Background: an optimization exercise with open tools, aiming at small area, a short achievable clock period and few clock cycles per item. Do not read the settings as production practice. Only simulation tests tie the RTL to the original design; equivalence was not proved. Power and IR drop assume default switching activity.

<file path="flow/design.v">
module teavault_cipher (
    input  wire         clk,
    input  wire         rst,           
    input  wire         in_valid,
    output wire         in_ready,
    input  wire         in_decrypt,    
    input  wire [127:0] in_key,
    input  wire [63:0]  in_block,
    output wire         out_valid,
    input  wire         out_ready,
    output wire [63:0]  out_block
);
    localparam [31:0] DELTA   = 32'h9E3779B9;
    localparam [31:0] INITSUM = 32'h8DDE6E40;    
    function [31:0] add32i(input [31:0] x, input [31:0] y, input inv);
        reg [31:0] g, p, gg, pp, gn, pn;
        integer i, l;
        begin
            g = x & y;
            p = x ^ y;
            gg = g; pp = p;
            for (l = 0; l < 5; l = l + 1) begin
                gn = gg; pn = pp;
                for (i = 0; i < 32; i = i + 1)
                    if (i[l]) begin
                        gn[i] = gg[i] | (pp[i] & gg[((i >> l) << l) - 1]);
                        pn[i] = pp[i] & pp[((i >> l) << l) - 1];
                    end
                gg = gn; pp = pn;
            end
            add32i = (p ^ {32{inv}}) ^ {gg[30:0], 1'b0};
        end
    endfunction
    function [31:0] add32bk(input [31:0] x, input [31:0] y, input ci);
        reg [31:0] g, p, gg, pp;
        integer i, l;
        begin
            g = x & y;
            p = x ^ y;
            gg = g; pp = p;
            gg[0] = g[0] | (p[0] & ci);
            for (l = 0; l < 5; l = l + 1)
                for (i = 0; i < 32; i = i + 1)
                    if (((i + 1) % (2 << l)) == 0) begin
                        gg[i] = gg[i] | (pp[i] & gg[i - (1 << l)]);
                        pp[i] = pp[i] & pp[i - (1 << l)];
                    end
            for (l = 3; l >= 0; l = l - 1)
                for (i = 0; i < 32; i = i + 1)
                    if (((i + 1) % (2 << l)) == (1 << l) && i >= (2 << l)) begin
                        gg[i] = gg[i] | (pp[i] & gg[i - (1 << l)]);
                        pp[i] = pp[i] & pp[i - (1 << l)];
                    end
            add32bk = p ^ {gg[30:0], ci};
        end
    endfunction
    reg        busy;       
    reg        full;       
    reg        ph;         
    reg        last;       
    reg        nz;         
    reg        sub;        
    reg [7:0]  cnt;        
    reg        dec;
    reg [31:0] a, b;       
    reg [31:0] sum;        
    reg [63:0] kp;         
    wire [31:0] ka  = kp[63:32];
    wire [31:0] kb  = kp[31:0];
    wire [31:0] t1, t2, t3;
    tv_add_bk u_t1 (.x(b << 4), .y(ka),  .ci(1'b0), .s(t1));    
    tv_add_bk u_t2 (.x(b),      .y(sum), .ci(1'b0), .s(t2));    
    tv_add_bk u_t3 (.x(b >> 5), .y(kb),  .ci(1'b0), .s(t3));    
    wire [31:0] f   = t1 ^ t2 ^ t3;
    wire [31:0] fz  = f & {32{nz}};                  
    wire [31:0] ax  = a ^ {32{sub}};
    wire [31:0] nb  = add32i(ax, fz, sub);           
    wire [31:0] dd  = {DELTA[31:1] ^ {31{dec}}, 1'b1};    
    assign in_ready  = last;
    assign out_valid = full;
    assign out_block = {a, b};
    always @(posedge clk) begin
        if (dec ^ (busy & ~cnt[0]))
            kp <= in_key[63:0];
        else
            kp <= in_key[127:64];
        if (busy) begin
            a   <= b;
            sum <= add32bk(sum, dd & {32{cnt[0]}}, 1'b0);    
            cnt <= cnt + 8'd1;
            nz  <= (cnt != 8'd127);
            sub <= dec & (cnt != 8'd127);
        end else begin
            if (!full || out_ready)
                a <= (ph ^ in_decrypt) ? in_block[63:32] : in_block[31:0];
            sum <= dec ? INITSUM : DELTA;
            cnt <= 8'd0;
            dec <= in_decrypt;
            nz  <= ph;
            sub <= ph & dec;
        end
        if (!full || out_ready)
            b <= nb;
        if (rst) begin
            busy <= 1'b0;
            full <= 1'b0;
            ph   <= 1'b0;
            last <= 1'b0;
        end else if (busy) begin
            last <= ~last & (cnt == (dec ? 8'd127 : 8'd126));
            if (last) begin
                busy <= 1'b0;
                full <= 1'b1;
            end
        end else if (full) begin
            if (out_ready) begin
                full <= 1'b0;
                ph   <= in_valid;
            end
        end else if (ph) begin
            ph   <= 1'b0;
            busy <= 1'b1;
        end else begin
            ph   <= in_valid;
        end
    end
endmodule
module tv_add_bk (
    input  wire [31:0] x,
    input  wire [31:0] y,
    input  wire        ci,
    output wire [31:0] s
);
    wire [31:0] g0 = x & y;
    wire [31:0] p0 = x ^ y;
    wire [31:0] g [0:9];
    wire [31:0] p [0:9];
    assign g[0] = {g0[31:1], g0[0] | (p0[0] & ci)};
    assign p[0] = p0;
    genvar l, i;
    generate
        for (l = 1; l <= 5; l = l + 1) begin : up
            for (i = 0; i < 32; i = i + 1) begin : b
                if (((i + 1) % (1 << l)) == 0) begin : n
                    assign g[l][i] = g[l-1][i] | (p[l-1][i] & g[l-1][i - (1 << (l-1))]);
                    assign p[l][i] = p[l-1][i] & p[l-1][i - (1 << (l-1))];
                end else begin : w
                    assign g[l][i] = g[l-1][i];
                    assign p[l][i] = p[l-1][i];
                end
            end
        end
        for (l = 6; l <= 9; l = l + 1) begin : dn
            for (i = 0; i < 32; i = i + 1) begin : b
                if ((((i + 1) % (1 << (10 - l))) == (1 << (9 - l))) && (i >= (1 << (10 - l)))) begin : n
                    assign g[l][i] = g[l-1][i] | (p[l-1][i] & g[l-1][i - (1 << (9 - l))]);
                    assign p[l][i] = p[l-1][i] & p[l-1][i - (1 << (9 - l))];
                end else begin : w
                    assign g[l][i] = g[l-1][i];
                    assign p[l][i] = p[l-1][i];
                end
            end
        end
    endgenerate
    assign s = p0 ^ {g[9][30:0], ci};
endmodule
</file>
<file path="flow/flow/run.sh">
#!/bin/bash
# The standard ORFS layout (standard.sh), with these changes to how the
# layout is made (the SDC and clock period stay the standard flow's):
#  - ports are buffered with buf_1 cells instead of delay buffers;
#  - synthesis does not map adders to the library's fa/ha cells (same
#    synthesis script and registers, the adders are left to ABC);
#  - timing repair aims for more setup slack, on the worst path only;
#  - clock tree synthesis (when CTS_ARGS is set below) builds the tree from
#    clkbuf_8 cells and inserts no dummy loads.
# The ORFS logs of every step are kept under orfs/logs, and standard.sh's own
# output in standard.log.
set -e
cat >> "$FLOW_CONFIG" <<'EOC'
export BUFFER_PORTS_ARGS = -buffer_cell sky130_fd_sc_hd__buf_1
export ADDER_MAP_FILE = 
export SETUP_SLACK_MARGIN = 8
export TNS_END_PERCENT = 0
export CTS_ARGS = -sink_clustering_enable -repair_clock_nets -dont_use_dummy_load -buf_list sky130_fd_sc_hd__clkbuf_8
EOC
bash standard.sh > standard.log 2>&1
</file>
<file path="flow/standard.sh">
#!/bin/bash
# synth_recipe.tcl (not shown) runs the flow's synth.tcl, then flattens the netlist and writes it again
# the make line also repeats each setting of config.mk as NAME=value (left out here)
make -C /OpenROAD-flow-scripts/flow DESIGN_CONFIG=/design/flow/config.mk WORK_HOME=/design/flow/orfs CLKGATE_MAP_FILE= SYNTH_SCRIPT=/design/flow/synth_recipe.tcl "${@:-finish}"
</file>
<file path="flow/config.mk">
export PLATFORM = sky130hd
export DESIGN_NAME = teavault_cipher
export DESIGN_NICKNAME = teavault_cipher
export VERILOG_FILES = /design/flow/design.v
export SDC_FILE = /design/flow/constraint.sdc
export NUM_CORES = 4
export LEC_CHECK = 0
export ABC_AREA = 1
export CAP_MARGIN = 20
export CORE_MARGIN = 2
export CORE_UTILIZATION = 40
export SLEW_MARGIN = 20
export BUFFER_PORTS_ARGS = -buffer_cell sky130_fd_sc_hd__buf_1
export ADDER_MAP_FILE = 
export SETUP_SLACK_MARGIN = 8
export TNS_END_PERCENT = 0
export CTS_ARGS = -sink_clustering_enable -repair_clock_nets -dont_use_dummy_load -buf_list sky130_fd_sc_hd__clkbuf_8
</file>
<file path="flow/constraint.sdc">
create_clock -name core_clock -period 12.0 [get_ports {clk}]
set_input_delay 2.4000 -clock core_clock [delete_from_list [all_inputs] [get_ports {clk}]]
set_output_delay 2.4000 -clock core_clock [all_outputs]
set_load 0.01 [all_outputs]
</file>
==> results.txt <==
[synthesized netlist by cell type, types with 4 or more instances]
master / n / area, sq um
nand2_1: 747 / 2800
inv_1: 299 / 1120
nor2_1: 228 / 856
nand3_1: 177 / 886
dfxtp_1: 110 / 2200
xor2_1: 84 / 736
edfxtp_1: 65 / 1950
mux2_2: 64 / 721
nand2_2: 58 / 363
xnor2_1: 52 / 455
o21ai_0: 49 / 245
a21oi_1: 42 / 210
nand4_1: 35 / 219
a31oi_1: 33 / 206
nand3b_1: 29 / 218
clkbuf_1: 27 / 101
nor2_2: 18 / 113
inv_2: 15 / 56.3
buf_2: 12 / 60.1
or2_1: 12 / 75.1
or2_2: 12 / 75.1
nor3_1: 10 / 50.1
a21oi_2: 9 / 78.8
nand2_4: 9 / 101
nand3_2: 8 / 80.1
o21ai_1: 7 / 35.0
o21ai_2: 6 / 52.6
a21boi_0: 5 / 37.5
buf_1: 5 / 18.8
buf_4: 5 / 37.5
clkinv_1: 5 / 18.8
nand4_2: 5 / 62.6
and2_1: 4 / 25.0
[logic make-up after synthesis]
logic type	Yosys count
and+or+nand+nor	1359
buffers and inverters	370
DFF	175
AOI/OAI and AO/OA	171
muxes	64
xor gates and xnor gates	139
[sequential cells by signal, indices dropped and copies added (netlist names)]
name	count
b	32
busy	1
last	1
dec	1
a	32
sum	32
ph	1
kp	64
sub	1
full	1
cnt	8
nz	1
[routing by layer]
metal  share of wire (%)  wire length [um]
met4                 1.3               561
met5                   0                 0
met1                  47             19800
met3                 5.3              2260
met2                  46             19600
[cells in the final DEF, fill, tap and decap left out, types with 52 or more instances in the layout]
cell type	count
xnor2_1	52
dfxtp_1	108
inv_1	298
nand3_1	176
buf_1	262
nand2_1	747
nor2_1	228
xor2_1	84
mux2_2	64
nand2_2	58
edfxtp_1	65
[stage by stage]
stage	setup WS (ps)	utilization, %	power (uW)
after floorplan	8240	-	3110
after global placement	7480	44.8	3690
after detailed placement	7800	44.8	3750
after CTS	8050	45.4	4100
after global routing	7950	45.4	4550
final	8210	45.4	4080
[area by class of cell]
| type | instances | area [sq um] |
|---|---|---|
| fillers | 3736 | 19500 |
| flip-flops and latches | 175 | 4160 |
| repair buffers | 269 | 1040 |
| multi-input cells | 1733 | 9030 |
| inverters | 320 | 1200 |
| well taps | 461 | 577 |
| clock buffers | 17 | 234 |
[path summary, 6_finish.rpt]
check                                        from           endpoint  depth (start not counted)
worst min-delay path            cnt[7]$_SDFF_PN0_  cnt[7]$_SDFF_PN0_                          2
worst min register to register  cnt[7]$_SDFF_PN0_  cnt[7]$_SDFF_PN0_                          2
worst max-delay path              b[25]$_DFFE_PN_      out_block[25]                          1
worst max register to register     b[7]$_DFFE_PN_    b[29]$_DFFE_PN_                         25
[power by group through the flow]
stage | Combinational [uW] | Clock (uW) | Sequential, uW
6_report | 2690 | 329 | 1060
5_1_grt | 3100 | 366 | 1090
4_1_cts | 2680 | 347 | 1070
3_5_place_dp | 2670 | 0 | 1080
3_3_place_gp | 2610 | 0 | 1080
2_1_floorplan | 2150 | 0 | 965
[repair_timing]
item,4_1_cts,5_1_grt
hold buffers,0,0
setup endpoints to repair,0,43
buffers inserted,0,0
resized for setup,0,1
==> flow_metrics.py <==
metrics = {
    "timing": {
        "relSlewSlack_pct": 32.9,
        "finalSetupViolCount": 0,
        "grt_setup_unrepaired": "true",
        "hold_viol": 0,
        "timing.final.crit_share_pct": 31.6,
        "whs_ps": 500,
        "finalMaxSlewViolations": 0,
        "min_period_ps": 3790,
        "fin_skew_ps": 49.6,
        "max_freq_mhz": 264,
        "tns_ps": 0,
        "worst_pin_slew_ps": 1000,
    },
    "synth": {
        "yosys.area_share.simple_pct": 41.2,
        "synthCells": 2278,
        "seq_area_frac_synth_pct": 28.5,
        "synth-xor-area-share_pct": 8.49,
        "synth_nets": 2475,
        "muxShareOfSynthArea_pct": 4.94,
        "synth_seq_cells": 175,
        "synth_edf_count": 65,
        "yosys_warnings": 2,
        "synth-main-ff-cell": "dfxtp_1",
        "postSynthAreaPerCell_sq_um": 6.41,
        "synthArstFlopShare_pct": 0,
        "synth_fa_ha_area_share_pct": 0,
        "netlist-cell-type-count": 51,
        "netlist_area_sq_mm": 0.0146,
        "synth_compound_area_share_pct": 7.14,
        "synth_top_family_by_area": "simple AND/OR/NAND/NOR gates",
    },
    "placement": {
        "gp_congestion": 0.885,
        "dpl.hpwl_mm": 33.0,
        "place_area_sq_mm": 0.0160,
        "port_buffers": 262,
        "dp.cells": 2958,
    },
    "setup_path": {
        "slowest_stage": "edfxtp_1",
        "cp_slowest_stage_delay_ps": 700,
        "worstPathRequired_ps": 9600,
        "worstPathMaxFanout": 8,
        "arrival_ps": 1390,
        "critPathLaunchType": "register",
        "cpLargestDelayFamily": "flip-flops",
        "ff2ff_setup_slack_ps": 8280,
        "path_buf_inv": 1,
        "worstSetupEndpointType": "primary output",
        "crit_type": "register to primary output",
        "crit_chain": "buf_1",
    },
    "floorplanning": {
        "dieArea_sq_mm": 0.0380,
        "die_h_um": 195,
        "start_util_pct": 40.8,
        "num_rows": 69,
        "num_io_pins": 263,
        "die-width_um": 195,
        "core_region_area_sq_mm": 0.0357,
    },
    "power": {
        "p_leak_uw": 0.00852,
        "p_sw_share_pct": 53.9,
        "ir_drop_mv": 0.0848,
        "power.density_mw_per_mm2": 251,
        "p_int_uw": 1880,
        "power_frac_seq_pct": 26.1,
        "clkPwrFrac_pct": 8.1,
        "switchingPower_uw": 2200,
        "p_comb_share_pct": 65.9,
    },
    "clocking": {
        "insertion_delay_ps": 500,
        "clk_pin_slew_ps": 120,
        "cts.sinks": 175,
        "htree_levels": 4,
        "tritoncts": "built",
        "cts.root.buffer_cell": "clkbuf_8",
        "cts_max_path_buffers": 2,
        "numCtsBuffers": 17,
    },
    "route": {
        "drtAntennaViolNets": 0,
        "drt_iter0_markers": 897,
        "wl_per_cell_um": 14.2,
        "vias": 14500,
        "vias_per_cell": 4.87,
        "routed_wl_mm": 42.3,
        "drt-pass1-iter-count": 5,
        "drc": 0,
    },
    "global_routing": {
        "grt-busiest-layer": "met2",
        "use_met3_pct": 3.11,
        "grt_pass1_wl_mm": 67.0,
        "grt_pass1_vias": 13300,
        "grt-ovfl-total": 0,
        "grt_use_total_pct": 22.3,
        "grt_max_degree": 96,
        "gr-usage-met1_pct": 30.0,
        "antenna_found_initial": 0,
        "grt_use_met2_pct": 37.9,
    },
    "layout": {
        "fin_area_sq_mm": 0.0162,
        "drive_above_1_share_pct": 9.82,
        "synthToLayoutAreaGrowth_pct": 11.2,
        "antenna_cells": 0,
        "nets": 2713,
        "final_cells": 2975,
    },
    "worst_hold_path": {
        "min_path_type": "register to register",
    },
    "status": {
        "outcome": "finished clean",
    },
    "job": {
        "cap_violations": 0,
    },
}
Testbench counts, summed over its fixed seeds: cycles 167,043, items 1,280.

-- re-timing with driven ports --
The flow's constraints put no driver on any port. The routed layout listed below was extracted and timed again, unchanged, in two steps. Step 1 sets driving cells, clkbuf_16 on the clock port and buf_2 on the other inputs (assumed; they add their load-dependent delay and slew). Step 2 also shifts input and output timing later by t, the mid clock arrival at the registers, as if the neighbouring blocks saw the same clock. Slacks: ideal / step 1 / step 2; pairs: ideal / step 1.
t, ns: 0.526
setup slack, ns: 8.209 / 8.163 / 7.830
worst setup path at the end: input to register
After both steps this run still meets setup and hold. The setup slack of this run moves by -0.046 ns with the drivers and by -0.379 ns with both steps.
